This design comes from an exercise in tuning for small area, a short achievable clock period and few clock cycles on the open sky130 flow, not from production work.
Where RTL was checked, it was by simulation tests only, not by an equivalence proof against the original.
For runs 1 to 4, only the layout was checked, not whether the RTL still works.
Power figures rest on the tool's default switching activity, not on a simulated workload.

==> flow/run.sh <==
#!/bin/bash
set -euo pipefail
sed 's/SETUP_SLACK_MARGIN=[0-9.]*/SETUP_SLACK_MARGIN=7.0/' standard.sh > standard_tight.sh
bash standard_tight.sh > standard_tight.log 2>&1
==> standard.sh <==
#!/bin/bash
# synth_recipe.tcl (not shown) runs the flow's synth.tcl, then flattens the netlist and writes it again
# the make line also repeats each setting of config.mk as NAME=value (left out here)
make -C /OpenROAD-flow-scripts/flow DESIGN_CONFIG=/design/flow/config.mk WORK_HOME=/design/flow/orfs CLKGATE_MAP_FILE= SYNTH_SCRIPT=/design/flow/synth_recipe.tcl "${@:-finish}"
==> config.mk <==
export PLATFORM = sky130hd
export DESIGN_NAME = ldp_fc
export DESIGN_NICKNAME = ldp_fc
export VERILOG_FILES = /design/flow/design.v
export SDC_FILE = /design/flow/constraint.sdc
export NUM_CORES = 4
export LEC_CHECK = 0
export ABC_CLOCK_PERIOD_IN_PS = 4000
export CAP_MARGIN = 20
export CORE_MARGIN = 2
export CORE_UTILIZATION = 40
export CTS_BUF_LIST = sky130_fd_sc_hd__clkbuf_4 sky130_fd_sc_hd__clkbuf_8
export SETUP_SLACK_MARGIN = 5
export SLEW_MARGIN = 20
==> constraint.sdc <==
create_clock -name core_clock -period 10.0 [get_ports {clk}]
set_input_delay 2.0000 -clock core_clock [delete_from_list [all_inputs] [get_ports {clk}]]
set_output_delay 2.0000 -clock core_clock [all_outputs]
set_load 0.01 [all_outputs]
==> design.v <==
module ldp_crc_table (
    input  wire [15:0] crc,
    input  wire [7:0]  data,
    output wire [15:0] value
);
    localparam [127:0] TB = {
        16'h8303, 16'h8183, 16'h80C3, 16'h8063,    
        16'h8033, 16'h801B, 16'h800F, 16'h8005     
    };
    wire [7:0] x = crc[15:8] ^ data;
    reg  [15:0] t;
    integer j;
    always @(*) begin
        t = 16'h0000;
        for (j = 0; j < 8; j = j + 1)
            if (x[j]) t = t ^ TB[16*j +: 16];
    end
    assign value = {crc[7:0], 8'h00} ^ t;
endmodule
module ldp_sentry #(
    parameter N = 4
) (
    input  wire [1:0] count,      
    input  wire       is_ff,      
    input  wire       is_fd,      
    input  wire       is_00,      
    output reg  [1:0] count_nx,   
    output reg        match       
);
    always @(*) begin
        count_nx = 2'd0;
        match    = 1'b0;
        case (count)
            2'd0: count_nx = is_ff ? 2'd1 : 2'd0;
            2'd1: count_nx = is_ff ? 2'd2 : 2'd0;
            2'd2: begin
                if (is_fd) begin
                    if (N == 3) match = 1'b1;
                    else        count_nx = 2'd3;
                end else if (is_ff)
                    count_nx = 2'd2;
            end
            default: begin
                if (is_00) match = 1'b1;
            end
        endcase
    end
endmodule
module ldp_fc #(
    parameter PBUF_SIZE = 64
) (
    input  wire        clk,
    input  wire        rst,           
    input  wire        cmd_valid,
    output wire        cmd_ready,
    input  wire [31:0] cmd,
    input  wire        rx_valid,
    output wire        rx_ready,
    input  wire [7:0]  rx_data,
    output wire        tx_valid,
    input  wire        tx_ready,
    output wire [7:0]  tx_data,
    output wire        po_valid,
    input  wire        po_ready,
    output wire [7:0]  po_data,
    output wire        busy,
    output wire [10:0] stat,          
    output wire [15:0] crc,
    output wire [1:0]  s3,
    output wire [1:0]  s4,
    output wire [15:0] pwp,
    output wire [15:0] alen,
    output wire [15:0] idx,
    output wire [7:0]  rid,
    output wire [15:0] rlen,
    output wire [7:0]  rinst,
    output wire [7:0]  rerr,
    output wire [15:0] rem,
    output wire [15:0] rcrc,
    output wire [15:0] nlog
);
    localparam TS = 2;
    localparam OP_CRC_CLR  = 4'h1;
    localparam OP_CRC_LD   = 4'h2;
    localparam OP_CRC_ADV  = 4'h3;
    localparam OP_CRC_FOLD = 4'h4;
    localparam OP_S3_CLR   = 4'h5;
    localparam OP_S3_FEED  = 4'h6;
    localparam OP_S4_CLR   = 4'h7;
    localparam OP_S4_FEED  = 4'h8;
    localparam OP_PB_CLR   = 4'h9;
    localparam OP_PB_PUSH  = 4'hA;
    localparam OP_ASM      = 4'hB;
    localparam OP_HUNT     = 4'hC;
    localparam OP_PARSE    = 4'hD;
    localparam [3:0] S_IDLE  = 4'd0;
    localparam [3:0] S_X     = 4'd1;    
    localparam [3:0] S_DRAIN = 4'd2;    
    localparam [3:0] S_PUSHW = 4'd3;    
    localparam [3:0] S_FOLD  = 4'd4;
    localparam [3:0] S_AH    = 4'd5;    
    localparam [3:0] S_AP    = 4'd6;    
    localparam [3:0] S_AC0   = 4'd7;
    localparam [3:0] S_AC1   = 4'd8;
    localparam [3:0] S_AW    = 4'd9;    
    localparam [3:0] S_HUNT  = 4'd10;
    localparam [3:0] S_PH    = 4'd11;   
    localparam [3:0] S_PR    = 4'd12;   
    localparam [3:0] S_PC0   = 4'd13;
    localparam [3:0] S_PC1   = 4'd14;
    localparam [3:0] S_PW    = 4'd15;   
    localparam [2:0] X_LD   = 3'd0;
    localparam [2:0] X_ADV  = 3'd1;
    localparam [2:0] X_S3   = 3'd2;
    localparam [2:0] X_S4   = 3'd3;
    localparam [2:0] X_CCLR = 3'd4;
    localparam [2:0] X_S3C  = 3'd5;
    localparam [2:0] X_S4C  = 3'd6;
    localparam [7:0] K_NOT_STATUS = 8'h80;
    localparam [7:0] K_BAD_CRC    = 8'h81;
    localparam [7:0] K_BAD_LENGTH = 8'h82;
    reg [3:0]   st;
    reg         busy_r, rxr, first;
    reg [2:0]   xop;
    reg         kclr;                 
    reg [15:0]  fcrc;                 
    reg [16:0]  cq;                   
    reg [2:0]   hc;                   
    reg [15:0]  crc_r;
    reg [1:0]   s3_r, s4_r;
    reg [6:0]   pwp_r;
    reg [8*PBUF_SIZE-1:0] ring;       
    reg [5:0]   ph;                   
    reg [5:0]   rq;                   
    reg [1:0]   ks;                   
    reg [4:0]   kc;                   
    reg [6:0]   alen_r;
    reg [6:0]   idx_r;
    reg         tp, tl;               
    reg         fdone;                
    reg         fin;                  
    reg [7:0]   rid_r, rinst_r, rerr_r;
    reg [15:0]  rlen_r, rem_r, rcrc_r, nlog_r;
    reg         pf_bad, pf_cap, pf_zero;
    reg         skip;
    reg [7:0]   kind;
    reg         alert, match_f, cmderr;
    reg [7:0]   cb;                   
    reg         cb_crc;               
    reg         cb_wr;                
    reg         tx_v;
    reg [7:0]   tx_d;
    reg         q0_v, q1_v;           
    reg [7:0]   q0, q1;
    assign busy      = busy_r;
    assign cmd_ready = !busy_r;
    assign stat      = {cmderr, match_f, alert, kind};
    assign crc       = crc_r;
    assign s3        = s3_r;
    assign s4        = s4_r;
    assign pwp       = {9'd0, pwp_r};
    assign alen      = {9'd0, alen_r};
    assign idx       = {9'd0, idx_r};
    assign rid       = rid_r;
    assign rlen      = rlen_r;
    assign rinst     = rinst_r;
    assign rerr      = rerr_r;
    assign rem       = rem_r;
    assign rcrc      = rcrc_r;
    assign nlog      = nlog_r;
    assign tx_valid  = tx_v;
    assign tx_data   = tx_d;
    assign po_valid  = q0_v;
    assign po_data   = q0;
    assign rx_ready  = rxr;
    wire rx_fire = rxr && rx_valid;
    wire po_fire = q0_v && po_ready;
    wire load    = !tx_v || tx_ready;    
    wire [3:0] op     = cmd[31:28];
    wire       z27_17 = (cmd[27:17] == 11'd0);
    wire       z16    = !cmd[16];
    wire       z15_8  = (cmd[15:8] == 8'd0);
    wire       z7_0   = (cmd[7:0] == 8'd0);
    reg        cmd_ok;
    always @(*) begin
        case (op)
            OP_CRC_CLR, OP_CRC_FOLD, OP_S3_CLR, OP_S4_CLR, OP_PB_CLR, OP_HUNT:
                cmd_ok = z27_17 && z16 && z15_8 && z7_0;
            OP_CRC_ADV, OP_S3_FEED, OP_S4_FEED, OP_PB_PUSH:
                cmd_ok = z27_17 && z16 && z15_8;
            OP_CRC_LD, OP_ASM:
                cmd_ok = z27_17 && z16;
            OP_PARSE:
                cmd_ok = z27_17;
            default:
                cmd_ok = 1'b0;
        endcase
    end
    wire cmd_fire = cmd_valid && !busy_r;
    wire pb_full  = pwp_r[6];
    wire [15:0] crc_adv;
    ldp_crc_table u_crc (.crc(cb_wr ? fcrc : crc_r), .data(cb_wr ? cq[7:0] : cb),
                         .value(crc_adv));
    wire [15:0] crc_eff = cb_crc ? crc_adv : crc_r;
    wire wr_now = cb_wr && (ph == 6'd0 || pwp_r == 7'd1);
    always @(posedge clk)
        ring <= {ring[8*PBUF_SIZE-9:0], wr_now ? cq[7:0] : ring[8*PBUF_SIZE-1 -: 8]};
    wire [5:0] ph_nx = wr_now ? 6'd0 : ph + 6'd1;
    wire [5:0] rp_0  = ph_nx + pwp_r[5:0] - 6'd1;    
    wire       push_ok_nx = (pwp_r == 7'd0) || wr_now || (ph == 6'd63);
    wire       hit   = &rq[TS-1:0];
    wire [5:0] tap_s = {rq[5:TS], {TS{1'b1}}};
    wire [7:0] tap_b = ring[8*tap_s +: 8];
    wire       rq_last = (rq == ph);                  
    function [2:0] flags(input [7:0] b);
        flags = {b == 8'hFF, b == 8'hFD, b == 8'h00};
    endfunction
    wire [2:0] f_cq = flags(cq[7:0]);
    wire [2:0] f_rx = flags(rx_data);
    wire [2:0] f_pq = flags(tx_d);
    wire [1:0] s3c_nx, s3r_nx, s3p_nx, s4c_nx, s4r_nx, ks_nx;
    wire       s3c_m, s3r_m, s3p_m, s4c_m, s4r_m, ks_m;
    ldp_sentry #(.N(3)) u_s3c (.count(s3_r), .is_ff(f_cq[2]), .is_fd(f_cq[1]), .is_00(f_cq[0]),
                               .count_nx(s3c_nx), .match(s3c_m));
    ldp_sentry #(.N(3)) u_s3r (.count(s3_r), .is_ff(f_rx[2]), .is_fd(f_rx[1]), .is_00(f_rx[0]),
                               .count_nx(s3r_nx), .match(s3r_m));
    ldp_sentry #(.N(3)) u_s3p (.count(s3_r), .is_ff(f_pq[2]), .is_fd(f_pq[1]), .is_00(f_pq[0]),
                               .count_nx(s3p_nx), .match(s3p_m));
    ldp_sentry #(.N(4)) u_s4c (.count(s4_r), .is_ff(f_cq[2]), .is_fd(f_cq[1]), .is_00(f_cq[0]),
                               .count_nx(s4c_nx), .match(s4c_m));
    ldp_sentry #(.N(4)) u_s4r (.count(s4_r), .is_ff(f_rx[2]), .is_fd(f_rx[1]), .is_00(f_rx[0]),
                               .count_nx(s4r_nx), .match(s4r_m));
    ldp_sentry #(.N(3)) u_ks  (.count(ks), .is_ff(f_cq[2]), .is_fd(f_cq[1]), .is_00(f_cq[0]),
                               .count_nx(ks_nx), .match(ks_m));
    reg [7:0] a_hdr;
    always @(*) begin
        case (hc)
            3'd1:    a_hdr = 8'hFF;
            3'd2:    a_hdr = 8'hFD;
            3'd3:    a_hdr = 8'h00;
            3'd4:    a_hdr = cq[15:8];           
            3'd5:    a_hdr = {1'b0, alen_r};
            3'd6:    a_hdr = 8'h00;
            default: a_hdr = cq[7:0];            
        endcase
    end
    wire [15:0] rlen_m4 = rlen_r - 16'd4;
    wire need_p  = !(tp && (s3p_m || tl));
    wire fetch   = (st == S_AP) && load && need_p && hit && !fdone;
    reg [3:0] sn;           
    reg       q0v_n, q1v_n;
    always @(posedge clk) begin
        if (rst) begin
            st      <= S_IDLE;
            busy_r  <= 1'b0;
            rxr     <= 1'b0;
            first   <= 1'b0;
            crc_r   <= 16'h0000;
            s3_r    <= 2'd0;
            s4_r    <= 2'd0;
            pwp_r   <= 7'd0;
            ph      <= 6'd0;
            ks      <= 2'd0;
            kc      <= 5'd0;
            alen_r  <= 7'd0;
            idx_r   <= 7'd0;
            rid_r   <= 8'h00;
            rlen_r  <= 16'h0000;
            rinst_r <= 8'h00;
            rerr_r  <= 8'h00;
            rem_r   <= 16'h0000;
            rcrc_r  <= 16'h0000;
            nlog_r  <= 16'h0000;
            kind    <= 8'h00;
            alert   <= 1'b0;
            match_f <= 1'b0;
            cmderr  <= 1'b0;
            kclr    <= 1'b0;
            fcrc    <= 16'h0000;
            cb_crc  <= 1'b0;
            cb_wr   <= 1'b0;
            tx_v    <= 1'b0;
            q0_v    <= 1'b0;
            q1_v    <= 1'b0;
        end else begin
            sn = st;
            first <= cmd_fire;
            cb_crc <= 1'b0;
            if (cb_crc)
                crc_r <= crc_adv;
            kclr <= 1'b0;
            if (wr_now) begin
                cb_wr <= 1'b0;
                fcrc  <= crc_adv;
                ks    <= ks_nx;
                if (ks_m) kc <= kc + 5'd1;
            end
            if (kclr) begin
                fcrc <= 16'h0000;
                ks <= 2'd0;
                kc <= 5'd0;
            end
            ph <= ph_nx;
            if (!fetch)
                rq <= rq + 6'd1;
            q0v_n = q0_v;
            q1v_n = q1_v;
            if (po_fire) begin
                q0    <= q1;
                q0v_n = q1_v;
                q1v_n = 1'b0;
            end
            case (st)
            S_IDLE: begin
                cq    <= cmd[16:0];
                tx_d  <= 8'hFF;                  
                rq    <= rp_0;                   
                hc    <= 3'd1;
                tp    <= 1'b0;
                fdone <= 1'b0;
                skip  <= 1'b0;
                if (cmd_fire) begin
                    kind    <= 8'h00;
                    alert   <= 1'b0;
                    match_f <= 1'b0;
                    cmderr  <= !cmd_ok || (op == OP_PB_PUSH && pb_full);
                    if (cmd_ok) begin
                        case (op)
                            OP_CRC_CLR: begin xop <= X_CCLR; sn = S_X; end
                            OP_S3_CLR:  begin xop <= X_S3C; sn = S_X; end
                            OP_S4_CLR:  begin xop <= X_S4C; sn = S_X; end
                            OP_CRC_LD:  begin xop <= X_LD;  sn = S_X; end
                            OP_CRC_ADV: begin xop <= X_ADV; sn = S_X; end
                            OP_S3_FEED: begin xop <= X_S3;  sn = S_X; end
                            OP_S4_FEED: begin xop <= X_S4;  sn = S_X; end
                            OP_CRC_FOLD: if (pwp_r != 7'd0)
                                sn = S_FOLD;
                            OP_PB_CLR: begin
                                pwp_r <= 7'd0;
                                kclr  <= 1'b1;
                            end
                            OP_PB_PUSH: if (!pb_full) begin
                                pwp_r <= pwp_r + 7'd1;
                                cb_wr <= 1'b1;
                                if (!push_ok_nx)
                                    sn = S_PUSHW;
                            end
                            OP_ASM: begin
                                tx_v <= 1'b1;
                                sn   = S_AH;
                            end
                            OP_HUNT:     sn = S_HUNT;
                            OP_PARSE:    sn = S_PH;
                            default: ;
                        endcase
                    end
                end
            end
            S_X: begin
                sn = S_IDLE;
                case (xop)
                    X_LD:  crc_r <= cq[15:0];
                    X_ADV: begin
                        cb     <= cq[7:0];
                        cb_crc <= 1'b1;
                        sn     = S_DRAIN;
                    end
                    X_S3: begin
                        s3_r    <= s3c_nx;
                        match_f <= s3c_m;
                    end
                    X_S4: begin
                        s4_r    <= s4c_nx;
                        match_f <= s4c_m;
                    end
                    X_CCLR:  crc_r <= 16'h0000;
                    X_S3C:   s3_r  <= 2'd0;
                    default: s4_r  <= 2'd0;
                endcase
            end
            S_DRAIN: sn = S_IDLE;
            S_PUSHW: if (wr_now)
                sn = S_IDLE;
            S_FOLD: if (first && crc_r == 16'h0000) begin
                crc_r <= fcrc;
                sn    = S_IDLE;
            end else if (hit) begin
                rq     <= rq;
                cb     <= tap_b;
                cb_crc <= 1'b1;
                if (rq_last)
                    sn = S_DRAIN;
            end
            S_AH: begin
                if (first) begin
                    crc_r  <= 16'h0202;           
                    s3_r   <= 2'd0;
                    idx_r  <= pwp_r;
                end
                if (hc == 3'd1)
                    alen_r <= pwp_r + {2'b00, kc} + 7'd3;
                if (load) begin
                    tx_d   <= a_hdr;
                    cb     <= a_hdr;
                    cb_crc <= 1'b1;
                    hc     <= hc + 3'd1;
                    fin    <= 1'b0;
                    if (hc == 3'd7)
                        sn = (pwp_r == 7'd0) ? S_AC0 : S_AP;
                end
            end
            S_AP: if (load) begin
                if (tp)
                    s3_r <= s3p_nx;
                tp <= 1'b0;
                if (tp && s3p_m) begin
                    tx_d   <= 8'hFD;
                    tx_v   <= 1'b1;
                    cb     <= 8'hFD;
                    cb_crc <= 1'b1;
                    fin    <= tl;
                end else if (tp && tl) begin
                    tx_d <= crc_eff[7:0];
                    sn   = S_AC1;
                end else if (fin) begin
                    tx_d <= crc_eff[7:0];
                    tx_v <= 1'b1;
                    sn   = S_AC1;
                end else if (fetch) begin
                    tx_d   <= tap_b;
                    tx_v   <= 1'b1;
                    cb     <= tap_b;
                    cb_crc <= 1'b1;
                    tp     <= 1'b1;
                    tl     <= rq_last;
                    fdone  <= rq_last;
                end else
                    tx_v <= 1'b0;
            end
            S_AC0: if (load) begin
                tx_d <= crc_eff[7:0];
                tx_v <= 1'b1;
                sn   = S_AC1;
            end
            S_AC1: if (load) begin
                tx_d <= crc_r[15:8];
                sn   = S_AW;
            end
            S_AW: if (load) begin
                tx_v <= 1'b0;
                sn   = S_IDLE;
            end
            S_HUNT: if (rx_fire) begin
                s4_r <= s4r_nx;
                if (s4r_m) begin
                    match_f <= 1'b1;
                    sn      = S_IDLE;
                end
            end
            S_PH: begin
                if (first) begin
                    crc_r  <= 16'h0E28;
                    s3_r   <= 2'd0;
                    rcrc_r <= 16'h0000;
                    nlog_r <= 16'h0000;
                end
                pf_bad  <= (rlen_r < 16'd4);
                pf_cap  <= cq[16] && (rlen_m4 != cq[15:0]);
                pf_zero <= (rlen_r == 16'd4);
                if (rx_fire) begin
                    cb     <= rx_data;
                    cb_crc <= 1'b1;
                    hc     <= hc + 3'd1;
                    case (hc)
                        3'd1: rid_r        <= rx_data;
                        3'd2: rlen_r[7:0]  <= rx_data;
                        3'd3: rlen_r[15:8] <= rx_data;
                        3'd4: rinst_r      <= rx_data;
                        default: begin
                            rerr_r <= rx_data;
                            if (rinst_r != 8'h55) begin
                                kind  <= K_NOT_STATUS;
                                rem_r <= 16'h0000;
                                sn    = S_DRAIN;
                            end else if (pf_bad) begin
                                kind  <= K_BAD_LENGTH;
                                rem_r <= 16'h0000;
                                sn    = S_DRAIN;
                            end else begin
                                rem_r <= rlen_m4;
                                if (pf_cap) begin
                                    kind <= K_BAD_LENGTH;
                                    sn   = S_DRAIN;
                                end else if (pf_zero)
                                    sn = S_PC0;
                                else
                                    sn = S_PR;
                            end
                        end
                    endcase
                end
            end
            S_PR: if (rx_fire) begin
                cb     <= rx_data;
                cb_crc <= 1'b1;
                rem_r  <= rem_r - 16'd1;
                if (skip) begin
                    skip <= 1'b0;
                end else begin
                    nlog_r <= nlog_r + 16'd1;
                    s3_r   <= s3r_nx;
                    skip   <= s3r_m;
                    if (!q0v_n) begin
                        q0    <= rx_data;
                        q0v_n = 1'b1;
                    end else begin
                        q1    <= rx_data;
                        q1v_n = 1'b1;
                    end
                end
                if (rem_r == 16'd1)
                    sn = S_PC0;
            end
            S_PC0: if (rx_fire) begin
                rcrc_r[7:0] <= rx_data;
                sn          = S_PC1;
            end
            S_PC1: if (rx_fire) begin
                rcrc_r[15:8] <= rx_data;
                if ({rx_data, rcrc_r[7:0]} != crc_r) begin
                    kind <= K_BAD_CRC;
                end else if (rerr_r[6:0] != 7'd0) begin
                    kind  <= {1'b0, rerr_r[6:0]};
                    alert <= rerr_r[7];
                end
                sn = q0v_n ? S_PW : S_IDLE;
            end
            default: if (!q0v_n)         
                sn = S_IDLE;
            endcase
            st     <= sn;
            q0_v   <= q0v_n;
            q1_v   <= q1v_n;
            busy_r <= (sn != S_IDLE);
            rxr    <= (sn == S_HUNT) || (sn == S_PH) || (sn == S_PC0) ||
                      (sn == S_PC1) || ((sn == S_PR) && !q1v_n);
        end
    end
endmodule
==> results.py, run 1 <==
metrics = {
    "place": {
        "dp_slack_ps": 4880,
        "placedCellCount": 3208,
        "place_hpwl_um": 48400,
        "gp_congestion": 0.934,
        "port_buffers": 206,
    },
    "clock_tree": {
        "cts_tree": "done",
        "htreeDepth": 3,
        "cts_sinks": 763,
        "cts_buffer_depth": 3,
        "clk_latency_ps": 750,
        "postCtsHoldBufs": 0,
        "cts_made_buffers": 114,
        "clk_pin_slew_ps": 60,
        "root_buffer": "clkbuf_8",
    },
    "synth": {
        "avgSynthCellArea_um2": 11.3,
        "synth_cell_type_count": 81,
        "yosysWarnings": 4,
        "yosys.area_share.simple": 0.124,
        "synthMuxAreaShare": 0.0636,
        "async_reset_ff_frac": 0,
        "synthCells": 2249,
        "synth-seq-cells": 763,
        "synthAdderAreaFrac": 0.0197,
        "synth_xor_xnor_area_share": 0.0419,
        "synth-edff-count": 69,
        "syn-cell-area_mm2": 0.0255,
        "synth-seq-area-share": 0.626,
        "ys.flop_type": "dfxtp_1",
        "synth_compound_area_frac": 0.0901,
        "synth_top_family_by_area": "simple AND/OR/NAND/NOR gates",
    },
    "die": {
        "die_w_um": 257,
        "die-area_mm2": 0.0658,
        "initial_core_util": 0.404,
        "rows": 92,
        "coreArea_mm2": 0.0631,
        "dieHeight_um": 257,
        "boundaryPins": 234,
    },
    "critical_path": {
        "start_kind": "flop",
        "r2r_cells": 9,
        "crit_arrival_ps": 1340,
        "critical_path_class": "reg -> out",
        "cp_max_fo": 3,
        "crit_cells": 1,
        "required_ps": 8000,
        "critical_path.cell_chain": "buf_6",
        "max_stage_delay_ps": 430,
        "path_buf_inv": 1,
        "critPathSlowestCell": "edfxtp_1",
        "end_kind": "output port",
        "path_delay_family": "flip-flops",
    },
    "drt": {
        "firstDrtPassIters": 5,
        "ant_nets": 0,
        "drc": 0,
        "vias_per_cell": 5.22,
        "drtIter0Drc": 1628,
        "vias": 19000,
        "wl_per_cell_um": 21.0,
        "wl_um": 76700,
    },
    "timing": {
        "slew_headroom": 0.252,
        "fmax_mhz": 300,
        "finalHoldViolCount": 0,
        "setup_slack_ps": 6660,
        "finalSetupTns_ps": 0,
        "setup_viol": 0,
        "drv_slew": 0,
        "tightest_slew_ps": 1110,
        "period_needed_ps": 3340,
        "rsz0062_at_grt": "yes",
        "hold_slack_ps": 303,
        "period_share": 0.334,
        "fin_skew_ps": 38.8,
    },
    "finish": {
        "area_growth_pct": 34.0,
        "drive_gt1_frac": 0.352,
        "mostFrequentLayoutCell": "dfxtp_1",
        "final_cell_mix": "dfxtp_1 (547), buf_4 (221), nor2_1 (211), buf_6 (181), nand2_1 (154)",
        "fin_cells": 3647,
        "nets": 2789,
    },
    "grt": {
        "grt_first_pass_wirelength_um": 116000,
        "grt_max_degree": 64,
        "grt-busiest-layer": "met2",
        "grt_use_met1": 0.311,
        "grt.met3_usage": 0.0502,
        "met2_usage": 0.358,
        "grtUsageTotal": 0.229,
        "antenna_found_initial": 1,
        "gr-total-overflow": 0,
        "grt_pass1_vias": 18800,
    },
    "run_status": {
        "status": "timing/DRC/antenna clean",
    },
    "pwr": {
        "power.switching_mw": 1.39,
        "seqPwrFrac": 0.505,
        "power_density_mw_per_mm2": 180,
        "intPower_mw": 4.78,
        "irDropWorstVdd_mv": 0.111,
        "pwr-share-comb": 0.043,
        "leakagePower_nw": 13.8,
        "clkPwrFrac": 0.452,
        "swShare": 0.225,
        "total_power_mw": 6.17,
    },
    "hold_path": {
        "hold_depth": 0,
        "hp-class": "reg -> reg",
    },
    "flow_run": {
        "maxCapViolations": 0,
    },
}
-- layout make-up --
| cell class | count | area [um^2] |
|---|---|---|
| repair buffers | 455 | 4280 |
| diodes | 2 | 5.00 |
| clock buffers | 177 | 2220 |
| clock inverters | 34 | 373 |
| well taps | 846 | 1060 |
| flip-flops and latches | 763 | 16300 |
| inverters | 51 | 201 |
| fillers | 5393 | 28900 |
| multi-input cells | 1319 | 9720 |
-- synth_stat cells, types with 4 or more instances --
library cell / n / share of area
nor3_1: 36 / 0.0071
a222oi_1: 10 / 0.0039
and3_1: 9 / 0.0022
edfxtp_1: 69 / 0.081
o32ai_1: 4 / 0.0014
nand2b_1: 22 / 0.0054
a21o_1: 8 / 0.0024
o22ai_1: 14 / 0.0034
o21a_1: 8 / 0.0024
nor2b_1: 11 / 0.0027
clkbuf_1: 73 / 0.011
nor4bb_1: 5 / 0.0020
a32o_1: 5 / 0.0020
a22oi_1: 19 / 0.0056
dfxtp_1: 694 / 0.54
nor2_1: 225 / 0.033
a211oi_1: 17 / 0.0050
nor3b_1: 6 / 0.0018
or3_1: 9 / 0.0022
mux4_2: 40 / 0.035
nand2_1: 166 / 0.024
nand4_1: 24 / 0.0059
and4_1: 4 / 0.0014
nand3b_1: 8 / 0.0024
o211ai_1: 4 / 0.0012
mux2i_1: 70 / 0.027
nand3_1: 65 / 0.013
o221ai_1: 11 / 0.0038
buf_2: 25 / 0.0049
and2_1: 5 / 0.0012
ha_1: 37 / 0.018
a31oi_1: 8 / 0.0020
xor2_1: 70 / 0.024
a21oi_1: 124 / 0.024
or4_1: 4 / 0.0012
a221oi_1: 11 / 0.0038
xnor2_1: 52 / 0.018
o21ai_0: 80 / 0.016
inv_1: 50 / 0.0074
buf_4: 34 / 0.010
nor4_1: 33 / 0.0081
buf_1: 9 / 0.0013
-- state kept, by name, indices dropped and copies added (netlist names), 8 cells and up --
| name | count |
|---|---|
| ring | 512 |
| cq | 17 |
| crc_r | 16 |
| fcrc | 16 |
| nlog_r | 16 |
| rcrc_r | 16 |
| rem_r | 16 |
| rlen_r | 16 |
| cb | 8 |
| kind | 8 |
| q0 | 8 |
| q1 | 8 |
| rerr_r | 8 |
| rid_r | 8 |
| rinst_r | 8 |
| tx_d | 8 |
-- metrics by stage --
| stage | instance area (um^2) | utilization |
|---|---|---|
| 3_3_place_gp | 28600 | 0.454 |
| 3_5_place_dp | 28600 | 0.454 |
| 5_1_grt | 34200 | 0.542 |
| 4_1_cts | 33600 | 0.532 |
| 6_report | 34200 | 0.542 |
| 2_1_floorplan | 26200 | - |
-- kinds of logic after synthesis --
| group | Yosys count |
|---|---|
| DFF | 763 |
| and+or+nand+nor | 657 |
| AOI/OAI and AO/OA | 362 |
| buffers and inverters | 193 |
| xor gates and xnor gates | 122 |
| muxes | 112 |
| adders and majority gates | 39 |
| other | 1 |
-- layer usage --
layer / up-vias / wire, um
met5: - / 0
met3: 132 / 6280
li1: 8795 / -
met4: 0 / 2360
met1: 9277 / 33300
met2: 818 / 34700
-- final timing paths --
kind	slack, ps	from	end
min	300	ring[228]	ring[236]
min reg2reg	300	ring[228]	ring[236]
max reg2reg	6810	st[3]	rxr
max	6660	tx_d[0]	tx_data[0]
-- what timing repair did --
item	4_1_cts	5_1_grt
setup buffers	186	39
endpoints found under the setup margin	318	251
cloned	1	0
pin swaps	59	59
gates resized for setup	1281	80
-- power groups by stage --
stage / Clock (mW) / Combinational (mW) / Sequential, mW
floorplan: 0 / 0.168 / 3.17
global placement: 0 / 0.211 / 3.21
detailed placement: 0 / 0.214 / 3.21
CTS: 2.85 / 0.251 / 3.11
global route: 2.98 / 0.287 / 3.11
finish: 2.79 / 0.267 / 3.11
==> inputs of run 2 (changes only) <==
==> flow/run.sh (replaced) <==
#!/bin/bash
set -euo pipefail
sed 's/SETUP_SLACK_MARGIN=[0-9.]*/SETUP_SLACK_MARGIN=7.5/' standard.sh > standard_tight.sh
bash standard_tight.sh > standard_tight.log 2>&1
==> run 2 against run 1 <==
  * Clock-buffer cell count is 16 higher
  * Combinational power is 34% higher
  * Global-route usage grew 0.62 points
  * Sequential share of layout area shrank 3.4 points
  * Synthesized cell count unchanged
  * Core utilization rose by 4.2 points
  * Non-clock buffer count up 118
  * Clock skew rose by 11 ps
  * Area after synthesis stayed put
  * Largest power group unchanged
  * Highest routed layer unchanged
==> results.py, run 2 <==
metrics = {
    "synth": {
        "syn-cell-area_mm2": 0.0255,
        "synth-edff-count": 69,
        "synth_most_common_cell": "dfxtp_1",
        "async_reset_ff_frac": 0,
        "synthCells": 2249,
        "avgSynthCellArea_um2": 11.3,
        "synth_cell_type_count": 81,
        "ys.flop_type": "dfxtp_1",
        "synth_area_leaders": "dfxtp_1 (54%), edfxtp_1 (8.1%), mux4_2 (3.5%), nor2_1 (3.3%), mux2i_1 (2.7%)",
        "synth-seq-area-share": 0.626,
        "yosysTopAreaCell": "dfxtp_1",
        "synth_common_cells": "dfxtp_1 (694), nor2_1 (225), nand2_1 (166)",
        "synth_top_cell_area_share": 0.545,
        "synth-seq-cells": 763,
        "yosysWarnings": 4,
    },
    "finish": {
        "largest_reg_flops": 512,
        "seqCellArea_mm2": 0.0163,
        "nets": 2912,
        "largest_registers": "ring (512), cq (17)",
        "fill_cells": 5069,
        "multiInputGateArea_mm2": 0.0108,
        "largest_register": "ring",
        "final_cell_mix": "dfxtp_1 (547), buf_4 (256), buf_6 (237), nor2_1 (195), clkbuf_8 (143)",
        "mostFrequentLayoutCell": "dfxtp_1",
        "post-route-util": 0.584,
        "area_growth_pct": 44.4,
        "design_area_mm2": 0.0368,
        "drive_gt1_frac": 0.440,
    },
    "die": {
        "rows": 92,
        "die_w_um": 257,
        "coreArea_mm2": 0.0631,
        "dieHeight_um": 257,
        "die-area_mm2": 0.0658,
        "boundaryPins": 234,
        "initial_core_util": 0.404,
    },
    "pwr": {
        "intPower_mw": 4.76,
        "pwr-share-comb": 0.058,
        "total_power_mw": 6.20,
        "power_density_mw_per_mm2": 168,
        "seqPwrFrac": 0.500,
        "clkPwrFrac": 0.442,
        "irDropWorstVdd_mv": 0.122,
        "leakagePower_nw": 14.8,
        "swShare": 0.232,
        "power.switching_mw": 1.44,
    },
    "critical_path": {
        "r2r_start": "st[0]",
        "path_buf_inv": 1,
        "rrSetupSlack_ps": 6860,
        "required_ps": 8000,
        "end_kind": "output port",
        "critPathSlowestCell": "edfxtp_1",
        "critical_path_class": "reg -> out",
        "cp_max_fo": 3,
        "crit_arrival_ps": 1350,
        "path_delay_family": "flip-flops",
        "max_stage_delay_ps": 450,
        "regToRegEndpoint": "rxr",
        "critical_path.cell_chain": "buf_6",
        "start_kind": "flop",
        "r2r_cells": 9,
    },
    "hold_path": {
        "hold_depth": 0,
        "hp-class": "reg -> reg",
        "min_to": "ring[361]",
        "hold_path_startpoint": "ring[353]",
    },
    "run_status": {
        "status": "timing/DRC/antenna clean",
    },
    "place": {
        "gp_congestion": 0.932,
        "place_hpwl_um": 49300,
        "placed_cell_area_mm2": 0.0290,
        "port_buffers": 206,
    },
    "clock_tree": {
        "postCtsHoldBufs": 0,
        "cts_sinks": 763,
        "htreeDepth": 3,
        "cts_tree": "done",
        "clk_pin_slew_ps": 60,
        "cts_buffer_depth": 3,
        "root_buffer": "clkbuf_8",
        "cts_made_buffers": 114,
        "clk_latency_ps": 750,
    },
    "timing": {
        "slew_headroom": 0.284,
        "finalSetupTns_ps": 0,
        "period_share": 0.335,
        "setup_viol": 0,
        "rsz0062_at_grt": "yes",
        "period_needed_ps": 3350,
        "drv_slew": 0,
        "hold_slack_ps": 316,
        "fmax_mhz": 299,
        "fin_skew_ps": 49.5,
        "tightest_slew_ps": 1070,
        "finalHoldViolCount": 0,
    },
    "drt": {
        "drc": 0,
        "route.layer.met1.wl_um": 34600,
        "ant_nets": 0,
        "wl_um": 82200,
        "vias": 19900,
        "drtIter0Drc": 1647,
        "wl_per_cell_um": 21.8,
        "wl_met2_um": 38100,
        "vias_per_cell": 5.28,
        "wl_met3_um": 6090,
        "dr.max_layer_used": "met4",
        "firstDrtPassIters": 8,
    },
    "grt": {
        "gr-total-overflow": 0,
        "grt_max_degree": 45,
        "grtUsageTotal": 0.235,
        "antenna_found_initial": 2,
        "grt_pass1_vias": 19400,
        "grt_first_pass_wirelength_um": 119000,
    },
    "flow_run": {
        "maxCapViolations": 0,
    },
}
## run 2: what timing repair did
item	CTS	global route
pin swaps	124	83
setup endpoints to repair	428	388
resized for setup	1463	158
gates cloned	8	6
endpoints found under the hold margin	0	0
buffers inserted	258	74
## run 2: cell families (layout without fill, tap and decap cells)
group / after synthesis / in the layout / synth area share
flops: 763 / 763 / 0.626
mux: 112 / 112 / 0.0636
other cells: 1 / 28 / 0.000147
fa+ha+maj: 39 / 39 / 0.0197
xor+xnor: 122 / 122 / 0.0419
compound gates: 362 / 362 / 0.0901
buf+inv: 193 / 837 / 0.0349
simple gates: 657 / 662 / 0.124
## run 2: layer usage
| layer | track usage | vias to the layer above |
|---|---|---|
| li1 | - | 9038 |
| met1 | 0.309 | 9778 |
| met2 | 0.377 | 904 |
| met3 | 0.0459 | 196 |
| met4 | 0.103 | 0 |
| met5 | 0 | - |
## run 2: stage by stage
stage / setup WS, ps / std cells
after floorplan: 6200 / 2275
after global placement: 4810 / 3211
after detailed placement: 4740 / 3211
after CTS: 6610 / 3690
after global routing: 6600 / 3771
final: 6650 / 3771
## run 2: how the worst max path moves through the flow
| stage | start | end | slack [ps] | cells past startpoint |
|---|---|---|---|---|
| 6_report | tx_d[4] | tx_data[4] | 6650 | 1 |
| 5_1_grt | q0[4] | po_data[4] | 6600 | 1 |
| 4_1_cts | q0[4] | po_data[4] | 6610 | 1 |
| 3_5_place_dp | rx_valid | rxr | 4740 | 9 |
| 3_3_place_gp | rx_valid | rxr | 4810 | 9 |
| 2_1_floorplan | cmd[31] | rxr | 6200 | 9 |
## run 2: area by class of cell
class                      instances  area share
sequential                       763       0.444
multi-input combinational       1324       0.294
timing repair buffer             573       0.157
clock buffer                     193      0.0635
tap                              846      0.0287
clock inverter                    20     0.00662
inverter                          51     0.00564
antenna                            1   0.0000679
## run 2: power groups by stage
stage	registers (mW)	clock network (mW)	logic [mW]
3_5_place_dp	3.20	0	0.235
3_3_place_gp	3.20	0	0.232
5_1_grt	3.10	2.94	0.377
4_1_cts	3.11	2.80	0.307
2_1_floorplan	3.17	0	0.188
6_report	3.10	2.74	0.359
==> inputs of run 3 (changes only) <==
==> flow/run.sh (replaced) <==
#!/bin/bash
set -euo pipefail
sed 's/SETUP_SLACK_MARGIN=[0-9.]*/SETUP_SLACK_MARGIN=6.5/' standard.sh > standard_tight.sh
bash standard_tight.sh > standard_tight.log 2>&1
==> run 3 against run 2 <==
  * Still clean on timing, DRC and antenna
  * Clock power about the same
  * Global-route usage down 2.5 points
  * Die area unchanged
  * Clock-buffer cell count down 10
  * Core utilization decreased by 8.1 points
  * Area after synthesis unchanged
  * Via count is 8.8% lower
  * Final area is 14% lower
==> results.py, run 3 <==
metrics = {
    "synth": {
        "synth-seq-area-share": 0.626,
        "async_reset_ff_frac": 0,
        "synth_top_cell_area_share": 0.545,
        "synth_most_common_cell": "dfxtp_1",
        "avgSynthCellArea_um2": 11.3,
        "yosysTopAreaCell": "dfxtp_1",
        "yosysWarnings": 4,
        "synth_cell_type_count": 81,
        "synthCells": 2249,
        "synth_common_cells": "dfxtp_1 (694), nor2_1 (225), nand2_1 (166)",
        "syn-cell-area_mm2": 0.0255,
        "synth-edff-count": 69,
        "synth_area_leaders": "dfxtp_1 (54%), edfxtp_1 (8.1%), mux4_2 (3.5%), nor2_1 (3.3%), mux2i_1 (2.7%)",
        "synth-seq-cells": 763,
        "ys.flop_type": "dfxtp_1",
    },
    "critical_path": {
        "end_kind": "flop",
        "start_kind": "input port",
        "required_ps": 10630,
        "critical_path_class": "in -> reg",
        "cp_max_fo": 13,
        "r2r_cells": 9,
        "crit_arrival_ps": 4120,
    },
    "finish": {
        "fill_cells": 5726,
        "largest_reg_flops": 512,
        "mostFrequentLayoutCell": "dfxtp_1",
        "seqCellArea_mm2": 0.0161,
        "largest_registers": "ring (512), cq (17)",
        "drive_gt1_frac": 0.189,
        "final_cell_mix": "dfxtp_1 (625), nor2_1 (220), nand2_1 (160), clkbuf_8 (134), dlygate4sd2_1 (134)",
        "largest_register": "ring",
        "multiInputGateArea_mm2": 0.00921,
        "area_growth_pct": 24.3,
        "design_area_mm2": 0.0317,
        "fin_cells": 3477,
        "nets": 2613,
        "post-route-util": 0.503,
    },
    "timing": {
        "setup_slack_ps": 6510,
        "finalHoldViolCount": 0,
        "hold_slack_ps": 304,
        "slew_headroom": 0.294,
        "period_share": 0.349,
        "setup_viol": 0,
        "period_needed_ps": 3490,
        "finalSetupTns_ps": 0,
        "drv_slew": 0,
        "fmax_mhz": 287,
        "fin_skew_ps": 46.1,
        "rsz0062_at_grt": "yes",
        "tightest_slew_ps": 1050,
    },
    "hold_path": {
        "hold_depth": 0,
        "hp-class": "reg -> reg",
    },
    "place": {
        "placed_cell_area_mm2": 0.0284,
        "dp_slack_ps": 4740,
        "port_buffers": 206,
        "place_hpwl_um": 48100,
        "placedCellCount": 3210,
        "gp_congestion": 0.945,
    },
    "die": {
        "die_w_um": 257,
        "dieHeight_um": 257,
        "boundaryPins": 234,
        "die-area_mm2": 0.0658,
        "rows": 92,
        "initial_core_util": 0.404,
        "coreArea_mm2": 0.0631,
    },
    "clock_tree": {
        "clk_latency_ps": 740,
        "cts_tree": "done",
        "clk_pin_slew_ps": 70,
        "htreeDepth": 3,
        "root_buffer": "clkbuf_8",
        "cts_sinks": 763,
        "cts_buffer_depth": 3,
        "cts_made_buffers": 114,
    },
    "drt": {
        "ant_nets": 0,
        "wl_per_cell_um": 20.5,
        "vias": 18200,
        "drtIter0Drc": 1541,
        "vias_per_cell": 5.22,
        "firstDrtPassIters": 8,
        "drc": 0,
        "wl_um": 71200,
    },
    "pwr": {
        "irDropWorstVdd_mv": 0.111,
        "leakagePower_nw": 13.0,
        "power_density_mw_per_mm2": 193,
        "total_power_mw": 6.12,
    },
    "grt": {
        "grt_first_pass_wirelength_um": 108000,
        "grtUsageTotal": 0.210,
        "grt_max_degree": 64,
        "antenna_found_initial": 2,
        "grt_pass1_vias": 17700,
        "gr-total-overflow": 0,
    },
    "flow_run": {
        "maxCapViolations": 0,
    },
    "run_status": {
        "status": "timing/DRC/antenna clean",
    },
}
run 3: final cells by class:
class | instances | share of cell area
flip-flops and latches | 763 | 0.508
multi-input cells | 1320 | 0.290
repair buffers | 278 | 0.0797
clock buffers | 183 | 0.0697
well taps | 846 | 0.0334
clock inverters | 33 | 0.0120
inverters | 51 | 0.00623
diodes | 3 | 0.000237
run 3: timing repair:
action / in CTS / in global routing
buffers inserted: 24 / 21
resized for setup: 369 / 79
setup endpoints to repair: 283 / 36
hold buffers: 0 / 0
pin swaps: 12 / 29
gates cloned: 0 / 2
run 3: layer usage:
layer  up-vias  share of wire  global-route usage
met3       119          0.076              0.0429
met5         -              0                   0
met1      8831           0.45               0.289
met2       760           0.45               0.323
li1       8449              -                   -
met4         0          0.032              0.0856
run 3: report_power, final:
| part | switching [mW] | internal, mW |
|---|---|---|
| clock | 1.19 | 1.57 |
| sequential | 0.0272 | 3.09 |
| combinational | 0.140 | 0.0915 |
| total | 1.36 | 4.76 |
run 3: logic make-up (layout without fill, tap and decap cells):
family | count (synthesis) | in the layout | synth area share
xor+xnor | 122 | 122 | 0.0419
other cells | 1 | 30 | 0.000147
buf+inv | 193 | 545 | 0.0349
simple gates | 657 | 658 | 0.124
compound gates | 362 | 362 | 0.0901
mux | 112 | 112 | 0.0636
fa+ha+maj | 39 | 39 | 0.0197
flops | 763 | 763 | 0.626
run 3: critical path: stages:
cell             delay, ps
clkdlybuf4s15_2        380
nor4_4                 300
a31oi_4                180
a211o_1                270
nor4_2                 310
nand4b_1               170
a21oi_2                190
o21ai_0                100
and4_1                 210
run 3: final timing paths:
check        startpoint        end  slack, ps
max reg2reg       st[2]        rxr       6610
min reg2reg   ring[135]  ring[143]        300
max          rx_data[6]        rxr       6510
min           ring[135]  ring[143]        300
==> inputs of run 4 (changes only) <==
==> flow/run.sh (replaced) <==
#!/bin/bash
set -euo pipefail
sed 's/SETUP_SLACK_MARGIN=[0-9.]*/SETUP_SLACK_MARGIN=6.7/' standard.sh > standard_tight.sh
bash standard_tight.sh > standard_tight.log 2>&1
==> run 4 against run 3 <==
  * Still clean
  * Clock skew is 16 ps higher
  * Final area is 2.3% higher
  * Die area stayed put
  * Synthesized cell count stayed put
  * Area after synthesis stayed put
  * Sequential power hardly changed
  * Combinational power hardly changed
  * Register-to-register slack better by 190 ps
  * Wire length is 5.9% higher
  * Setup slack better by 81 ps
  * Fmax is 2.4% higher
  * Worst hold slack worse by 6.3 ps
==> results.py, run 4 <==
metrics = {
    "timing": {
        "fmax_mhz": 294,
        "period_share": 0.341,
        "rsz0062_at_grt": "yes",
        "slew_headroom": 0.259,
        "finalHoldViolCount": 0,
        "tightest_slew_ps": 1100,
        "setup_slack_ps": 6590,
        "drv_slew": 0,
        "setup_viol": 0,
        "finalSetupTns_ps": 0,
        "period_needed_ps": 3410,
        "hold_slack_ps": 297,
        "fin_skew_ps": 62.1,
    },
    "synth": {
        "synthAdderAreaFrac": 0.0197,
        "synthMuxAreaShare": 0.0636,
        "synth_common_cells": "dfxtp_1 (694), nor2_1 (225), nand2_1 (166)",
        "synth_area_leaders": "dfxtp_1 (54%), edfxtp_1 (8.1%), mux4_2 (3.5%), nor2_1 (3.3%), mux2i_1 (2.7%)",
        "async_reset_ff_frac": 0,
        "yosysTopAreaCell": "dfxtp_1",
        "yosysWarnings": 4,
        "synth-seq-cells": 763,
        "syn-cell-area_mm2": 0.0255,
        "synth-seq-area-share": 0.626,
        "synth_top_cell_area_share": 0.545,
        "synth_xor_xnor_area_share": 0.0419,
        "synthCells": 2249,
        "synth-edff-count": 69,
        "avgSynthCellArea_um2": 11.3,
        "synth_most_common_cell": "dfxtp_1",
        "yosys.area_share.simple": 0.124,
        "synth_cell_type_count": 81,
        "synth_compound_area_frac": 0.0901,
        "ys.flop_type": "dfxtp_1",
        "synth_top_family_by_area": "simple AND/OR/NAND/NOR gates",
    },
    "finish": {
        "mostFrequentLayoutCell": "dfxtp_1",
        "area_growth_pct": 27.2,
        "drive_gt1_frac": 0.304,
        "post-route-util": 0.514,
        "final_cell_mix": "dfxtp_1 (565), nor2_1 (214), buf_4 (175), nand2_1 (160), clkbuf_8 (139)",
        "largest_register": "ring",
        "nets": 2719,
        "fin_cells": 3577,
        "largest_reg_flops": 512,
        "design_area_mm2": 0.0324,
        "largest_registers": "ring (512), cq (17)",
    },
    "drt": {
        "firstDrtPassIters": 6,
        "ant_nets": 0,
        "wl_per_cell_um": 21.1,
        "drc": 0,
        "wl_um": 75400,
        "drtIter0Drc": 1359,
        "vias": 18700,
        "vias_per_cell": 5.23,
    },
    "die": {
        "coreArea_mm2": 0.0631,
        "initial_core_util": 0.404,
        "die-area_mm2": 0.0658,
        "die_w_um": 257,
        "boundaryPins": 234,
        "dieHeight_um": 257,
        "rows": 92,
    },
    "grt": {
        "gr-total-overflow": 0,
        "grt_pass1_vias": 18600,
        "grt.met3_usage": 0.0520,
        "grt_max_degree": 60,
        "grt-busiest-layer": "met2",
        "met2_usage": 0.341,
        "grtUsageTotal": 0.227,
        "grt_use_met1": 0.313,
        "antenna_found_initial": 1,
        "grt_first_pass_wirelength_um": 115000,
    },
    "pwr": {
        "power_density_mw_per_mm2": 191,
        "leakagePower_nw": 13.2,
        "total_power_mw": 6.18,
        "irDropWorstVdd_mv": 0.127,
    },
    "run_status": {
        "status": "timing/DRC/antenna clean",
    },
    "critical_path": {
        "max_stage_delay_ps": 460,
        "critical_path_class": "reg -> out",
        "end_kind": "output port",
        "path_buf_inv": 1,
        "crit_arrival_ps": 1410,
        "cp_max_fo": 2,
        "critPathSlowestCell": "edfxtp_1",
        "critical_path.cell_chain": "buf_6",
        "start_kind": "flop",
        "required_ps": 8000,
        "path_delay_family": "flip-flops",
    },
    "flow_run": {
        "maxCapViolations": 0,
    },
    "clock_tree": {
        "clk_pin_slew_ps": 70,
        "cts_buffer_depth": 3,
        "root_buffer": "clkbuf_8",
        "cts_tree": "done",
        "htreeDepth": 3,
        "cts_made_buffers": 114,
        "clk_latency_ps": 770,
        "cts_sinks": 763,
    },
    "place": {
        "gp_congestion": 0.943,
        "placed_cell_area_mm2": 0.0285,
        "place_hpwl_um": 48700,
        "placedCellCount": 3209,
        "port_buffers": 206,
        "dp_slack_ps": 4910,
    },
    "hold_path": {
        "hp-class": "reg -> reg",
    },
}
==> run 4: cell counts after synthesis <==
No cell type changed its count.
==> run 4: final timing paths <==
check / from / endpoint / slack [ps] / depth (start not counted)
worst min register to register: ring[374] / ring[382] / 300 / 0
worst max register to register: st[1] / rxr / 6800 / 9
worst min-delay path: ring[374] / ring[382] / 300 / 0
worst max-delay path: tx_d[1] / tx_data[1] / 6590 / 1
==> run 4: cell families (layout without fill, tap and decap cells) <==
kind of cell	count (synthesis)	in the layout
multiplexers	112	112
AO/OA/AOI/OAI	362	362
AND/OR/NAND/NOR	657	657
XOR/XNOR	122	122
adder cells (fa/ha/maj)	39	39
other	1	29
flip-flops	763	763
buffers and inverters	193	647
==> run 4: layer usage <==
layer	vias to the layer above	part of all wire
met5	-	0
met4	0	0.038
met3	170	0.081
met2	800	0.44
met1	9073	0.44
li1	8663	-
==> run 4: report_power, final <==
group	switching (mW)	internal [mW]	total (mW)
Sequential	0.0312	3.08	3.11
Clock	1.22	1.62	2.84
Combinational	0.137	0.0941	0.231
==> run 4: cell type report <==
| class | count | area (um^2) |
|---|---|---|
| antenna | 2 | 5.00 |
| clock buffer | 181 | 2230 |
| inverter | 51 | 200 |
| clock inverter | 30 | 435 |
| timing repair buffer | 385 | 2910 |
| multi-input combinational | 1319 | 9300 |
| fill | 5635 | 30600 |
| sequential | 763 | 16300 |
| tap | 846 | 1060 |
==> run 4: repair_timing <==
action | CTS | global route
setup endpoints to repair | 280 | 83
resized for setup | 1006 | 66
buffers inserted | 138 | 16
pin swaps | 31 | 33
hold buffers | 0 | 0
cloned | 1 | 0
==> inputs of run 5 (changes only) <==
--- a/design.v
+++ b/design.v
@@ -109,19 +109,12 @@
     localparam [3:0] S_PC0   = 4'd13;
     localparam [3:0] S_PC1   = 4'd14;
     localparam [3:0] S_PW    = 4'd15;   
-    localparam [2:0] X_LD   = 3'd0;
-    localparam [2:0] X_ADV  = 3'd1;
-    localparam [2:0] X_S3   = 3'd2;
-    localparam [2:0] X_S4   = 3'd3;
-    localparam [2:0] X_CCLR = 3'd4;
-    localparam [2:0] X_S3C  = 3'd5;
-    localparam [2:0] X_S4C  = 3'd6;
     localparam [7:0] K_NOT_STATUS = 8'h80;
     localparam [7:0] K_BAD_CRC    = 8'h81;
     localparam [7:0] K_BAD_LENGTH = 8'h82;
     reg [3:0]   st;
     reg         busy_r, rxr, first;
-    reg [2:0]   xop;
+    reg [3:0]   xop;                  
     reg         kclr;                 
     reg [15:0]  fcrc;                 
     reg [16:0]  cq;                   
@@ -133,7 +126,7 @@
     reg [5:0]   ph;                   
     reg [5:0]   rq;                   
     reg [1:0]   ks;                   
-    reg [4:0]   kc;                   
+    reg [6:0]   at;                   
     reg [6:0]   alen_r;
     reg [6:0]   idx_r;
     reg         tp, tl;               
@@ -145,7 +138,6 @@
     reg         skip;
     reg [7:0]   kind;
     reg         alert, match_f, cmderr;
-    reg [7:0]   cb;                   
     reg         cb_crc;               
     reg         cb_wr;                
     reg         tx_v;
@@ -199,7 +191,7 @@
     wire cmd_fire = cmd_valid && !busy_r;
     wire pb_full  = pwp_r[6];
     wire [15:0] crc_adv;
-    ldp_crc_table u_crc (.crc(cb_wr ? fcrc : crc_r), .data(cb_wr ? cq[7:0] : cb),
+    ldp_crc_table u_crc (.crc(cb_wr ? fcrc : crc_r), .data(cb_wr ? cq[7:0] : tx_d),
                          .value(crc_adv));
     wire [15:0] crc_eff = cb_crc ? crc_adv : crc_r;
     wire wr_now = cb_wr && (ph == 6'd0 || pwp_r == 7'd1);
@@ -261,7 +253,7 @@
             pwp_r   <= 7'd0;
             ph      <= 6'd0;
             ks      <= 2'd0;
-            kc      <= 5'd0;
+            at      <= 7'd3;
             alen_r  <= 7'd0;
             idx_r   <= 7'd0;
             rid_r   <= 8'h00;
@@ -293,12 +285,12 @@
                 cb_wr <= 1'b0;
                 fcrc  <= crc_adv;
                 ks    <= ks_nx;
-                if (ks_m) kc <= kc + 5'd1;
+                at    <= at + (ks_m ? 7'd2 : 7'd1);
             end
             if (kclr) begin
                 fcrc <= 16'h0000;
                 ks <= 2'd0;
-                kc <= 5'd0;
+                at <= 7'd3;
             end
             ph <= ph_nx;
             if (!fetch)
@@ -313,6 +305,7 @@
             case (st)
             S_IDLE: begin
                 cq    <= cmd[16:0];
+                xop   <= op;
                 tx_d  <= 8'hFF;                  
                 rq    <= rp_0;                   
                 hc    <= 3'd1;
@@ -326,13 +319,9 @@
                     cmderr  <= !cmd_ok || (op == OP_PB_PUSH && pb_full);
                     if (cmd_ok) begin
                         case (op)
-                            OP_CRC_CLR: begin xop <= X_CCLR; sn = S_X; end
-                            OP_S3_CLR:  begin xop <= X_S3C; sn = S_X; end
-                            OP_S4_CLR:  begin xop <= X_S4C; sn = S_X; end
-                            OP_CRC_LD:  begin xop <= X_LD;  sn = S_X; end
-                            OP_CRC_ADV: begin xop <= X_ADV; sn = S_X; end
-                            OP_S3_FEED: begin xop <= X_S3;  sn = S_X; end
-                            OP_S4_FEED: begin xop <= X_S4;  sn = S_X; end
+                            OP_CRC_CLR, OP_CRC_LD, OP_CRC_ADV, OP_S3_FEED, OP_S4_FEED,
+                            OP_S3_CLR, OP_S4_CLR:
+                                sn = S_X;
                             OP_CRC_FOLD: if (pwp_r != 7'd0)
                                 sn = S_FOLD;
                             OP_PB_CLR: begin
@@ -359,22 +348,22 @@
             S_X: begin
                 sn = S_IDLE;
                 case (xop)
-                    X_LD:  crc_r <= cq[15:0];
-                    X_ADV: begin
-                        cb     <= cq[7:0];
+                    OP_CRC_LD:  crc_r <= cq[15:0];
+                    OP_CRC_ADV: begin
+                        tx_d   <= cq[7:0];
                         cb_crc <= 1'b1;
                         sn     = S_DRAIN;
                     end
-                    X_S3: begin
+                    OP_S3_FEED: begin
                         s3_r    <= s3c_nx;
                         match_f <= s3c_m;
                     end
-                    X_S4: begin
+                    OP_S4_FEED: begin
                         s4_r    <= s4c_nx;
                         match_f <= s4c_m;
                     end
-                    X_CCLR:  crc_r <= 16'h0000;
-                    X_S3C:   s3_r  <= 2'd0;
+                    OP_CRC_CLR:  crc_r <= 16'h0000;
+                    OP_S3_CLR:   s3_r  <= 2'd0;
                     default: s4_r  <= 2'd0;
                 endcase
             end
@@ -386,7 +375,7 @@
                 sn    = S_IDLE;
             end else if (hit) begin
                 rq     <= rq;
-                cb     <= tap_b;
+                tx_d   <= tap_b;
                 cb_crc <= 1'b1;
                 if (rq_last)
                     sn = S_DRAIN;
@@ -398,10 +387,9 @@
                     idx_r  <= pwp_r;
                 end
                 if (hc == 3'd1)
-                    alen_r <= pwp_r + {2'b00, kc} + 7'd3;
+                    alen_r <= at;
                 if (load) begin
                     tx_d   <= a_hdr;
-                    cb     <= a_hdr;
                     cb_crc <= 1'b1;
                     hc     <= hc + 3'd1;
                     fin    <= 1'b0;
@@ -416,7 +404,6 @@
                 if (tp && s3p_m) begin
                     tx_d   <= 8'hFD;
                     tx_v   <= 1'b1;
-                    cb     <= 8'hFD;
                     cb_crc <= 1'b1;
                     fin    <= tl;
                 end else if (tp && tl) begin
@@ -429,7 +416,6 @@
                 end else if (fetch) begin
                     tx_d   <= tap_b;
                     tx_v   <= 1'b1;
-                    cb     <= tap_b;
                     cb_crc <= 1'b1;
                     tp     <= 1'b1;
                     tl     <= rq_last;
@@ -468,7 +454,7 @@
                 pf_cap  <= cq[16] && (rlen_m4 != cq[15:0]);
                 pf_zero <= (rlen_r == 16'd4);
                 if (rx_fire) begin
-                    cb     <= rx_data;
+                    tx_d   <= rx_data;
                     cb_crc <= 1'b1;
                     hc     <= hc + 3'd1;
                     case (hc)
@@ -501,7 +487,7 @@
                 end
             end
             S_PR: if (rx_fire) begin
-                cb     <= rx_data;
+                tx_d   <= rx_data;
                 cb_crc <= 1'b1;
                 rem_r  <= rem_r - 16'd1;
                 if (skip) begin
--- a/config.mk
+++ b/config.mk
@@ -8,7 +8,7 @@
 export ABC_CLOCK_PERIOD_IN_PS = 4000
 export CAP_MARGIN = 20
 export CORE_MARGIN = 2
-export CORE_UTILIZATION = 40
+export CORE_UTILIZATION = 55
 export CTS_BUF_LIST = sky130_fd_sc_hd__clkbuf_4 sky130_fd_sc_hd__clkbuf_8
 export SETUP_SLACK_MARGIN = 5
 export SLEW_MARGIN = 20
==> run 5 against run 4 <==
  * Synthesized cell count grew 1.9%
  * Area after synthesis fell by 0.30%
  * Largest power group unchanged
  * Still clean on timing, DRC and antenna
  * Clock-buffer cell count decreased by 13
  * Die area shrank 27%
  * Register-to-register slack about the same
  * Largest cell class unchanged
  * Critical path type is now in -> reg
==> results.py, run 5 <==
metrics = {
    "grt": {
        "grt_first_pass_wirelength_um": 108000,
        "grt_pass1_vias": 18200,
        "grt-busiest-layer": "met2",
        "grt.met3_usage": 0.0737,
        "antenna_found_initial": 3,
        "grt_use_met1": 0.396,
        "grt_max_degree": 84,
        "gr-total-overflow": 0,
        "grtUsageTotal": 0.298,
        "met2_usage": 0.455,
    },
    "timing": {
        "slew_headroom": 0.188,
        "fin_skew_ps": 36.6,
        "tightest_slew_ps": 1210,
        "period_needed_ps": 3640,
        "drv_slew": 0,
        "finalHoldViolCount": 0,
        "finalSetupTns_ps": 0,
        "rsz0062_at_grt": "yes",
        "period_share": 0.364,
        "fmax_mhz": 275,
        "setup_viol": 0,
    },
    "drt": {
        "drtIter0Drc": 1833,
        "drc": 0,
        "firstDrtPassIters": 6,
        "ant_nets": 0,
        "wl_um": 72400,
        "vias_per_cell": 5.62,
        "wl_per_cell_um": 21.5,
        "vias": 18900,
    },
    "synth": {
        "synthAdderAreaFrac": 0.0153,
        "synth-edff-count": 62,
        "yosysTopAreaCell": "dfxtp_1",
        "synth_top_family_by_area": "simple AND/OR/NAND/NOR gates",
        "synth-seq-cells": 758,
        "async_reset_ff_frac": 0,
        "synth_most_common_cell": "dfxtp_1",
        "synth_compound_area_frac": 0.0925,
        "synth_area_leaders": "dfxtp_1 (55%), edfxtp_1 (7.3%), mux4_2 (3.5%), nor2_1 (3.5%), mux2i_1 (2.9%)",
        "synth-seq-area-share": 0.621,
        "synthCells": 2291,
        "syn-cell-area_mm2": 0.0254,
        "synthMuxAreaShare": 0.0645,
        "yosysWarnings": 4,
        "avgSynthCellArea_um2": 11.1,
        "synth_top_cell_area_share": 0.548,
        "synth_common_cells": "dfxtp_1 (696), nor2_1 (236), nand2_1 (193)",
        "synth_cell_type_count": 84,
        "yosys.area_share.simple": 0.130,
        "ys.flop_type": "dfxtp_1",
        "synth_xor_xnor_area_share": 0.0415,
    },
    "critical_path": {
        "cpMostUsedCell": "buf_6",
        "critical_path.cell_chain": "buf_6, or4_4, o31ai_4, a211oi_2, o21a_2, nor4_4, nand2_4, buf_6, or3_4, a21oi_2",
        "path_buf_inv": 2,
        "end_kind": "flop",
        "start_kind": "input port",
        "critPathSlowestCell": "or4_4",
        "crit_arrival_ps": 4290,
        "max_stage_delay_ps": 630,
        "required_ps": 10650,
        "cp_max_fo": 4,
        "critical_path_class": "in -> reg",
        "path_delay_family": "simple AND/OR/NAND/NOR gates",
    },
    "finish": {
        "nets": 2742,
        "largest_register": "ring",
        "final_cell_mix": "dfxtp_1 (569), nor2_1 (228), nand2_1 (188), buf_4 (163), buf_2 (154)",
        "largest_registers": "ring (512), cq (17)",
        "drive_gt1_frac": 0.294,
        "fill_cells": 3462,
        "mostFrequentLayoutCell": "dfxtp_1",
        "area_growth_pct": 23.9,
        "largest_reg_flops": 512,
    },
    "pwr": {
        "swShare": 0.226,
        "power_density_mw_per_mm2": 192,
        "power.switching_mw": 1.37,
        "total_power_mw": 6.04,
        "pwr-share-comb": 0.043,
        "intPower_mw": 4.68,
        "clkPwrFrac": 0.448,
        "leakagePower_nw": 13.0,
        "irDropWorstVdd_mv": 0.182,
        "seqPwrFrac": 0.509,
    },
    "clock_tree": {
        "cts_made_buffers": 111,
        "clk_pin_slew_ps": 60,
        "clk_latency_ps": 740,
        "postCtsHoldBufs": 0,
        "root_buffer": "clkbuf_8",
        "cts_sinks": 758,
        "htreeDepth": 3,
        "cts_tree": "done",
        "cts_buffer_depth": 3,
    },
    "die": {
        "die-area_mm2": 0.0480,
        "coreArea_mm2": 0.0455,
        "initial_core_util": 0.559,
        "die_w_um": 219,
        "boundaryPins": 234,
        "rows": 78,
        "dieHeight_um": 219,
    },
    "run_status": {
        "status": "timing/DRC/antenna clean",
    },
    "place": {
        "place_hpwl_um": 46600,
        "port_buffers": 206,
        "gp_congestion": 0.974,
    },
    "flow_run": {
        "maxCapViolations": 0,
    },
    "hold_path": {
        "hp-class": "reg -> reg",
    },
}
run 5: changes by cell type after synthesis, sizes merged, moves of 8 or more:
cell | before | now
nand2 | 167 | 194
clkbuf | 73 | 89
buf | 69 | 55
nor2 | 225 | 236
o21ai | 83 | 93
xnor2 | 52 | 42
ha | 37 | 28
nor4 | 36 | 27
a22o | 0 | 8
run 5: timing repair:
action / CTS / global route
resized for setup: 975 / 51
endpoints found under the setup margin: 347 / 72
buffers inserted: 120 / 27
pin swaps: 24 / 23
run 5: power by group through the flow:
| stage | clock network [mW] | logic (mW) | registers (mW) |
|---|---|---|---|
| after global placement | 0 | 0.225 | 3.17 |
| after global routing | 2.89 | 0.279 | 3.08 |
| after floorplan | 0 | 0.169 | 3.15 |
| final | 2.71 | 0.260 | 3.08 |
| after detailed placement | 0 | 0.227 | 3.17 |
| after CTS | 2.75 | 0.246 | 3.08 |
run 5: logic make-up after synthesis:
family / Yosys count
other: 1
buffers and inverters: 195
flip-flops: 758
adder cells (fa/ha/maj): 30
XOR/XNOR: 118
AO/OA/AOI/OAI: 373
multiplexers: 114
AND/OR/NAND/NOR: 702
run 5: worst paths after layout:
path | startpoint | end | slack, ps | depth (start not counted)
max | cmd[2] | pwp_r[4] | 6360 | 10
min | ring[338] | ring[346] | 310 | 0
max reg2reg | st[1] | pwp_r[4] | 6790 | 9
min reg2reg | ring[338] | ring[346] | 310 | 0
run 5: final cells by class:
class / instances / area (um^2) / share of cell area
clock buffers: 168 / 2140 / 0.0678
repair buffers: 380 / 2670 / 0.0847
inverters: 51 / 193 / 0.00611
multi-input cells: 1364 / 9260 / 0.294
diodes: 1 / 2.50 / 0.0000794
flip-flops and latches: 758 / 16100 / 0.511
clock inverters: 40 / 397 / 0.0126
well taps: 600 / 751 / 0.0238
run 5: worst reg2reg max path: stages, from the launching register on:
cell	delay, ps
dfxtp_1	310
buf_4	230
or2_2	400
nor3_2	780
nand2_1	260
nor4_4	440
nand2_4	110
buf_6	140
or3_4	330
a21oi_2	130
run 5: per-stage QoR:
stage / setup slack, ps / instance area (um^2) / std cells / hold WS (ps) / utilization
after floorplan: 5980 / 25800 / 2317 / 310 / -
after global placement: 4880 / 28000 / 3005 / 310 / 0.615
after detailed placement: 5030 / 28000 / 3006 / 312 / 0.616
after CTS: 6330 / 31200 / 3334 / 308 / 0.685
after global routing: 6350 / 31500 / 3361 / 324 / 0.693
final: 6360 / 31500 / 3362 / 314 / 0.693
run 5: per-layer routing:
metal / wire length (um) / share of wire / vias to the layer above
li1: - / - / 8714
met1: 30100 / 0.42 / 9119
met2: 32100 / 0.44 / 881
met3: 6770 / 0.093 / 192
met4: 3410 / 0.047 / 2
met5: 11 / 0.00015 / -
Testbench counts of run 5, summed over its fixed seeds: cycles 14,027.

[port drivers added, routing unchanged]
The results above use ideal ports. As a check the final layouts listed here were re-extracted and re-timed, cells and wires unchanged. Step 1 (the two cells are an assumption about what drives the block):
set clk [get_ports {clk}]
set_driving_cell -lib_cell sky130_fd_sc_hd__clkbuf_16 $clk
set_driving_cell -lib_cell sky130_fd_sc_hd__buf_2 [delete_from_list [all_inputs] $clk]
Step 2 adds t to the input delays and takes it off the output delays; t is the mean of the earliest and latest rising clock arrival at the registers after step 1. Input paths then give back, and output paths get back, about the clock's delay inside the block. a / b / c = ideal / step 1 / step 2; a / b = the first two.
| run | t, ns | slack for setup (ns) | cell pins on the clock port's net |
|---|---|---|---|
| run 1 | 0.784 | 6.665 / 6.611 / 5.914 | 1 |
| run 2 | 0.788 | 6.653 / 6.592 / 5.979 | 1 |
| run 3 | 0.774 | 6.512 / 6.490 / 5.768 | 1 |
| run 4 | 0.792 | 6.593 / 6.540 / 5.866 | 1 |
| run 5 | 0.774 | 6.361 / 6.384 / 5.609 | 1 |
After both steps every run listed still meets setup and hold. For run 5, which loses most, drivers alone change the setup slack by +0.023 ns; drivers and shift together by -0.752 ns.
